This is an optimization exercise on Yosys and OpenROAD, whose aim is small area, not a production implementation. Only simulation tests tie the RTL to the original design; equivalence was not proved. The flow treats the clock pin as an ideal source, which a real chip does not have. Power is estimated from default activity; no workload was simulated.

Setup of R:
Design kt8_core, start of the top module:
module kt8_core (
    input  wire        clk,
    input  wire        rst,           
    input  wire        start,         
    input  wire [15:0] start_addr,    
    input  wire        suspend,       
    output reg         mem_req,
    output reg         mem_we,
    output reg  [15:0] mem_addr,
    output reg  [7:0]  mem_wdata,
    input  wire [7:0]  mem_rdata,
    input  wire        mem_ready,
    output wire        busy,
    output wire        halted,
    output wire        faulted,
    output wire [2:0]  fault_code,
    output wire        retire,
    output wire [15:0] pc,
    output wire [7:0]  a,
    output wire [7:0]  w,
    output wire [7:0]  x,
    output wire [7:0]  y,
    output wire [7:0]  z,
    output wire [7:0]  sp,
    output wire [7:0]  flags
);
export LEC_CHECK = 0
export ABC_AREA = 1
export CAP_MARGIN = 20
export CORE_MARGIN = 2
export CORE_UTILIZATION = 40
export GPL_TIMING_DRIVEN = 0
export SLEW_MARGIN = 20
create_clock -name core_clock -period 10.0 [get_ports {clk}]
standard.sh (not shown) runs the stock make flow with config.mk's settings and CLKGATE_MAP_FILE= SYNTH_SCRIPT=/design/flow/synth_recipe.tcl, a recipe that flattens the netlist after the stock synthesis.
==> flow/flow/run.sh <==
#!/bin/bash
set -euo pipefail
HERE=$PWD
{
  echo "proc abc {args} {"
  echo "  set i [lsearch \$args -script]"
  echo "  set args [lreplace \$args [expr {\$i+1}] [expr {\$i+1}] $HERE/flow/abc_deep.script]"
  echo "  yosys abc {*}\$args"
  echo "}"
  cat synth_recipe.tcl
} > my_synth.tcl
sed "s#SYNTH_SCRIPT=[^ ]*#SYNTH_SCRIPT=$HERE/my_synth.tcl#" standard.sh > my_standard.sh
export BUFFER_PORTS_ARGS="-buffer_cell sky130_fd_sc_hd__buf_1"
export CTS_ARGS="-sink_clustering_enable -repair_clock_nets -dont_use_dummy_load -buf_list sky130_fd_sc_hd__clkbuf_4"
export POST_CTS_TCL="$HERE/flow/post_cts.tcl"
bash my_standard.sh > standard.log 2>&1
==> flow/flow/abc_deep.script <==
strash
&get -n
&deepsyn -T 120
&put
dch -f
amap -F 10 -A 30
topo
dnsize
==> flow/flow/post_cts.tcl <==
proc clkbuf_sink_slew {inst} {
  set net [get_nets -of_objects [get_pins [get_full_name $inst]/X]]
  set ws 0
  foreach p [get_pins -of_objects $net] {
    set s [get_property $p slew_max]
    if {$s > $ws} { set ws $s }
  }
  return $ws
}
proc clkbuf4s {} {
  set l {}
  foreach inst [get_cells *] {
    if {[get_property $inst ref_name] eq "sky130_fd_sc_hd__clkbuf_4"} { lappend l $inst }
  }
  return $l
}
estimate_parasitics -placement
set up 0
foreach inst [clkbuf4s] {
  set drives_buf 0
  set net [get_nets -of_objects [get_pins [get_full_name $inst]/X]]
  foreach p [get_pins -of_objects $net] {
    if {[string match *clkbuf* [get_property [get_cells -of_objects $p] ref_name]] && [get_property $p direction] eq "input"} { set drives_buf 1 }
  }
  if {$drives_buf} { replace_cell $inst sky130_fd_sc_hd__clkbuf_8; incr up }
}
estimate_parasitics -placement
foreach inst [clkbuf4s] {
  if {[clkbuf_sink_slew $inst] > 0.110} { replace_cell $inst sky130_fd_sc_hd__clkbuf_8; incr up }
}
puts "post_cts: upsized $up clock buffers"
detailed_placement
check_placement
estimate_parasitics -placement
set ws 0
foreach p [get_pins -hierarchical */CLK] { set s [get_property $p slew_max]; if {$s > $ws} {set ws $s} }
puts "post_cts: worst flip-flop clock slew $ws"
No stage failed in R, and the final checks on the layout all came back clean.
--- input diff R..P ---
- a deleted GPL_TIMING_DRIVEN that had been 0
Findings:
- NOTE: met2 capacity usage during global routing in P exceeds that of R
- Measured against each other, P and R differ in number of ordinary and repair buffers in the finished layout, the lower figure coming from R.
- P and R ended up with nearly the same multi-input logic portion of the cell area.
- Delta (P minus R): maximum fanout count along the critical path rose 3; total power rose about 1%.
- The sequential share of layout area of P and that of R are within noise of each other.
- The run showing the greater critical path depth is R.


Another version of the RTL of kt8_core (not shown whole).
For scale: about 870 cells after synthesis, roughly 130 flip-flops, roughly 130 I/O pins.
// kt8_core
module kt8_core (
    input  wire        clk,
    input  wire        rst,           
    input  wire        start,         
    input  wire [15:0] start_addr,    
    input  wire        suspend,       
    output reg         mem_req,
    output reg         mem_we,
    output reg  [15:0] mem_addr,
    output reg  [7:0]  mem_wdata,
    input  wire [7:0]  mem_rdata,
    input  wire        mem_ready,
    output wire        busy,
    output wire        halted,
    output wire        faulted,
    output wire [2:0]  fault_code,
    output wire        retire,
    output wire [15:0] pc,
    output wire [7:0]  a,
    output wire [7:0]  w,
    output wire [7:0]  x,
    output wire [7:0]  y,
    output wire [7:0]  z,
    output wire [7:0]  sp,
    output wire [7:0]  flags
);
Settings: LEC_CHECK=0, ABC_AREA=1, CAP_MARGIN=20, CORE_MARGIN=2, CORE_UTILIZATION=40, SLEW_MARGIN=20; clock period 10.0 ns.
==> flow/flow/run.sh <==
#!/bin/bash
# The standard layout (standard.sh), changed in three ways:
#  - synthesis maps the logic with a deeper area-oriented ABC script
#    (flow/abc_deep.script); everything else in synth_recipe.tcl is unchanged,
#    so the registers are the standard synthesis's;
#  - ports are buffered with the smallest buffer (buf_1);
#  - the clock tree uses clkbuf_16 buffers and no dummy loads.
# Each tool's output is in orfs/logs; make's output is in standard.log.
set -euo pipefail
HERE=$PWD
{
  echo "proc abc {args} {"
  echo "  set i [lsearch \$args -script]"
  echo "  set args [lreplace \$args [expr {\$i+1}] [expr {\$i+1}] $HERE/flow/abc_deep.script]"
  echo "  yosys abc {*}\$args"
  echo "}"
  cat synth_recipe.tcl
} > my_synth.tcl
sed "s#SYNTH_SCRIPT=[^ ]*#SYNTH_SCRIPT=$HERE/my_synth.tcl#" standard.sh > my_standard.sh
export BUFFER_PORTS_ARGS="-buffer_cell sky130_fd_sc_hd__buf_1"
export CTS_ARGS="-sink_clustering_enable -repair_clock_nets -dont_use_dummy_load -buf_list sky130_fd_sc_hd__clkbuf_16 -sink_clustering_size 50"
bash my_standard.sh > standard.log 2>&1
==> flow/flow/abc_deep.script <==
strash
&get -n
&deepsyn -T 60
&put
dch -f
amap
topo
dnsize
Then changed:
==> flow/flow/run.sh (replaced) <==
#!/bin/bash
# Standard layout, with the smallest buffer on the ports and a small clock tree.
set -euo pipefail
export BUFFER_PORTS_ARGS="-buffer_cell sky130_fd_sc_hd__buf_1"
export CTS_ARGS="-sink_clustering_enable -repair_clock_nets -dont_use_dummy_load -buf_list sky130_fd_sc_hd__clkbuf_8 -sink_clustering_size 20"
bash standard.sh > standard.log 2>&1
removed: flow/flow/abc_deep.script
Effect: Final area rose by 18%. Die area rose by 23%. Routed wire length rose by 22%. Utilization fell by 3.2 points. Via count rose by 31%. Setup slack improved by 1.9 ns. Area after synthesis rose by 24%. Power rose by 4.3%. Global-route usage fell by 0.51 points. Final cell count rose by 40%.
Then changed:
==> flow/flow/run.sh (replaced) <==
#!/bin/bash
# The standard layout (standard.sh), changed in three ways:
#  - synthesis maps the logic with a deeper area-oriented ABC script
#    (flow/abc_deep.script); everything else in synth_recipe.tcl is unchanged,
#    so the registers are the standard synthesis's;
#  - ports are buffered with the smallest buffer (buf_1);
#  - the clock tree uses clkbuf_8 buffers and no dummy loads.
# Each tool's output is in orfs/logs; make's output is in standard.log.
set -euo pipefail
HERE=$PWD
{
  echo "proc abc {args} {"
  echo "  set i [lsearch \$args -script]"
  echo "  set args [lreplace \$args [expr {\$i+1}] [expr {\$i+1}] $HERE/flow/abc_deep.script]"
  echo "  yosys abc {*}\$args"
  echo "}"
  cat synth_recipe.tcl
} > my_synth.tcl
sed "s#SYNTH_SCRIPT=[^ ]*#SYNTH_SCRIPT=$HERE/my_synth.tcl#" standard.sh > my_standard.sh
export BUFFER_PORTS_ARGS="-buffer_cell sky130_fd_sc_hd__buf_1"
export CTS_ARGS="-sink_clustering_enable -repair_clock_nets -dont_use_dummy_load -buf_list sky130_fd_sc_hd__clkbuf_8 -sink_clustering_size 20"
bash my_standard.sh > standard.log 2>&1
==> flow/flow/abc_deep.script (new file) <==
strash
&get -n
&deepsyn -T 60
&put
dch -f
amap
topo
dnsize
Outcome: Fmax came out lower by 24%; synthesized area fell by 20%; first-iteration DRC count decreases by about 7%; cell count went down by 29%; non-clock buffer count shrinks by 1; utilization grows by 2.1 points; wire length drops by about 18%; setup slack degrades by 1.8 ns; die area came out lower by 19%.


== build 28 ==
Another version of the RTL of kt8_core (not shown whole).
Size in the first run: roughly 130 flip-flops, about 130 I/O pins.
==> flow/design.v (excerpt) <==
module kt8_core (
    input  wire        clk,
    input  wire        rst,           
    input  wire        start,         
    input  wire [15:0] start_addr,    
    input  wire        suspend,       
    output reg         mem_req,
    output reg         mem_we,
    output reg  [15:0] mem_addr,
    output reg  [7:0]  mem_wdata,
    input  wire [7:0]  mem_rdata,
    input  wire        mem_ready,
    output wire        busy,
    output wire        halted,
    output wire        faulted,
    output wire [2:0]  fault_code,
    output wire        retire,
    output wire [15:0] pc,
    output wire [7:0]  a,
    output wire [7:0]  w,
    output wire [7:0]  x,
    output wire [7:0]  y,
    output wire [7:0]  z,
    output wire [7:0]  sp,
    output wire [7:0]  flags
);
    localparam [4:0] S_BND  = 5'b00000,   
                     S_INC  = 5'b00001,   
                     S_SHH  = 5'b00010,   
                     S_PCX  = 5'b00100,   
                     S_ENDP = 5'b00101,   
                     S_PSHT = 5'b00110,   
                     S_EX   = 5'b01000,   
                     S_SPX  = 5'b01001,   
                     S_OPF  = 5'b10000,   
                     S_RD1  = 5'b10001,   
                     S_RD2  = 5'b10010,   
                     S_RDM  = 5'b10011,   
                     S_WR   = 5'b10100,   
                     S_WAIT = 5'b10101,   
                     S_DSP  = 5'b10110,   
                     S_RET  = 5'b10111,   
                     S_IDLE = 5'b11000,
                     S_HALT = 5'b11110;
    localparam [2:0] F_SEGMENT = 3'd1, F_HEADER = 3'd2, F_ILLEGAL = 3'd3,
                     F_STACK   = 3'd4, F_ADDRESS = 3'd5;
    reg [4:0]  state;
    reg [3:0]  cnt;
    reg        cy;         
    reg        ph;         
    reg        ex;         
  ...
Settings: LEC_CHECK=0, ABC_AREA=1, CAP_MARGIN=20, CORE_MARGIN=2, CORE_UTILIZATION=50, SLEW_MARGIN=20; clock period 10.0 ns.
==> flow/flow/run.sh <==
#!/bin/bash
set -euo pipefail
HERE=$PWD
{
  echo "proc abc {args} {"
  echo "  set i [lsearch \$args -script]"
  echo "  set args [lreplace \$args [expr {\$i+1}] [expr {\$i+1}] $HERE/flow/abc_deep.script]"
  echo "  yosys abc {*}\$args"
  echo "}"
  cat synth_recipe.tcl
} > my_synth.tcl
sed "s#SYNTH_SCRIPT=[^ ]*#SYNTH_SCRIPT=$HERE/my_synth.tcl#" standard.sh > my_standard.sh
export BUFFER_PORTS_ARGS="-buffer_cell sky130_fd_sc_hd__buf_1"
export CTS_ARGS="-sink_clustering_enable -repair_clock_nets -dont_use_dummy_load -buf_list sky130_fd_sc_hd__clkbuf_4"
export POST_CTS_TCL="$HERE/flow/post_cts.tcl"
bash my_standard.sh > standard.log 2>&1
==> flow/flow/abc_deep.script <==
strash
&get -n
&deepsyn -T 120
&put
dch -f
amap -F 10 -A 30
topo
dnsize
Scripts as last shown in full above: flow/flow/post_cts.tcl
Inputs modified between build 28 and build 29:
# build 28
export LEC_CHECK = 0
export ABC_AREA = 1
export CAP_MARGIN = 20
export CORE_MARGIN = 2
export CORE_UTILIZATION = 50
export SLEW_MARGIN = 20
create_clock -name core_clock -period 10.0 [get_ports {clk}]
# build 29
export LEC_CHECK = 0
export ABC_AREA = 1
export CAP_MARGIN = 20
export CORE_MARGIN = 2
export CORE_UTILIZATION = 40
export PLACE_DENSITY = 0.8
export SLEW_MARGIN = 20
create_clock -name core_clock -period 10.0 [get_ports {clk}]
==> run summary <==
Area of the multi-input gates: build 29 vs build 28 identical
Looking only at worst-case setup margin in the final layout, and setting everything else aside, the lower value of build 29 and build 28 goes to build 28.
met1 track demand over resource in global routing for build 29 is lower than for build 28.
Delta(worst slew margin relative to its limit, build 29 - build 28) < 0
Taking build 28 as the reference, in build 29 met2 wire length now smaller; global-route usage shrank by 7.7 points; setup slack at placement higher.
Modified inputs, build 87 compared to build 29
# build 29
export LEC_CHECK = 0
export ABC_AREA = 1
export CAP_MARGIN = 20
export CORE_MARGIN = 2
export CORE_UTILIZATION = 40
export PLACE_DENSITY = 0.8
export SLEW_MARGIN = 20
create_clock -name core_clock -period 10.0 [get_ports {clk}]
# build 87
export LEC_CHECK = 0
export ABC_AREA = 1
export CAP_MARGIN = 20
export CORE_MARGIN = 2
export CORE_UTILIZATION = 55
export SLEW_MARGIN = 20
create_clock -name core_clock -period 10.0 [get_ports {clk}]
--- outcome ---
- In the flow results for build 29 and build 87, the setup slack at placement is larger on build 29.
- Higher maximum frequency among build 29 and build 87: build 29
- Initial antenna violation count: build 29 and build 87 compared, higher one is build 87
- Amount of wire on met2 after detailed routing in build 87 vs build 29: up 0.33%
For build 79, these inputs were changed with respect to build 87:
# build 87
export LEC_CHECK = 0
export ABC_AREA = 1
export CAP_MARGIN = 20
export CORE_MARGIN = 2
export CORE_UTILIZATION = 55
export SLEW_MARGIN = 20
create_clock -name core_clock -period 10.0 [get_ports {clk}]
# build 79
export LEC_CHECK = 0
export ABC_AREA = 1
export CAP_MARGIN = 20
export CORE_MARGIN = 2
export CORE_UTILIZATION = 40
export SLEW_MARGIN = 20
create_clock -name core_clock -period 10.0 [get_ports {clk}]
==> run summary <==
Summary of build 79 over build 87: sequential share of layout area -0.62 points; wire length now smaller; combinational power share has remained practically unchanged; delay of the slowest critical-path stage shrank by 0.02 ns; proportion of power drawn by the clock network now larger.

## separate check: timing with driven ports
Ports are ideal in the flow. The routed layouts listed here were re-timed in OpenROAD. Step 1 (the two cells are an assumption about what drives the block):
set clk [get_ports {clk}]
set_driving_cell -lib_cell sky130_fd_sc_hd__clkbuf_16 $clk
set_driving_cell -lib_cell sky130_fd_sc_hd__buf_2 [delete_from_list [all_inputs] $clk]
Step 2, shift: input delay + t, output delay - t, t = (earliest + latest rising clock arrival at the registers) / 2. This alone moves slack from input paths to output paths. a / b / c = no drivers / after step 1 / after step 2; a / b = the first two.
| run | t, ns | slack for setup (ns) | worst register clock-pin slew, ns |
|---|---|---|---|
| R | 0.461 | 1.795 / 1.795 / 1.795 | 0.10 / 0.10 |
| P | 0.458 | 2.869 / 2.869 / 2.869 | 0.10 / 0.10 |
| the first run of note 2 | 0.459 | 2.679 / 2.679 / 2.679 | 0.06 / 0.06 |
| the second run of note 2 | 0.482 | 4.555 / 4.512 / 4.994 | 0.09 / 0.09 |
| the third run of note 2 | 0.479 | 2.804 / 2.804 / 2.804 | 0.09 / 0.09 |
| build 28 | 0.452 | 3.570 / 3.570 / 3.570 | 0.11 / 0.11 |
| build 29 | 0.447 | 3.991 / 3.991 / 3.991 | 0.11 / 0.11 |
| build 87 | 0.454 | 3.820 / 3.820 / 3.820 | 0.11 / 0.11 |
| build 79 | 0.465 | 3.888 / 3.887 / 3.887 | 0.11 / 0.11 |
After both steps every run listed still meets setup and hold. For build 79, which loses most, drivers alone change the setup slack by -0.001 ns; drivers and shift together by -0.001 ns.
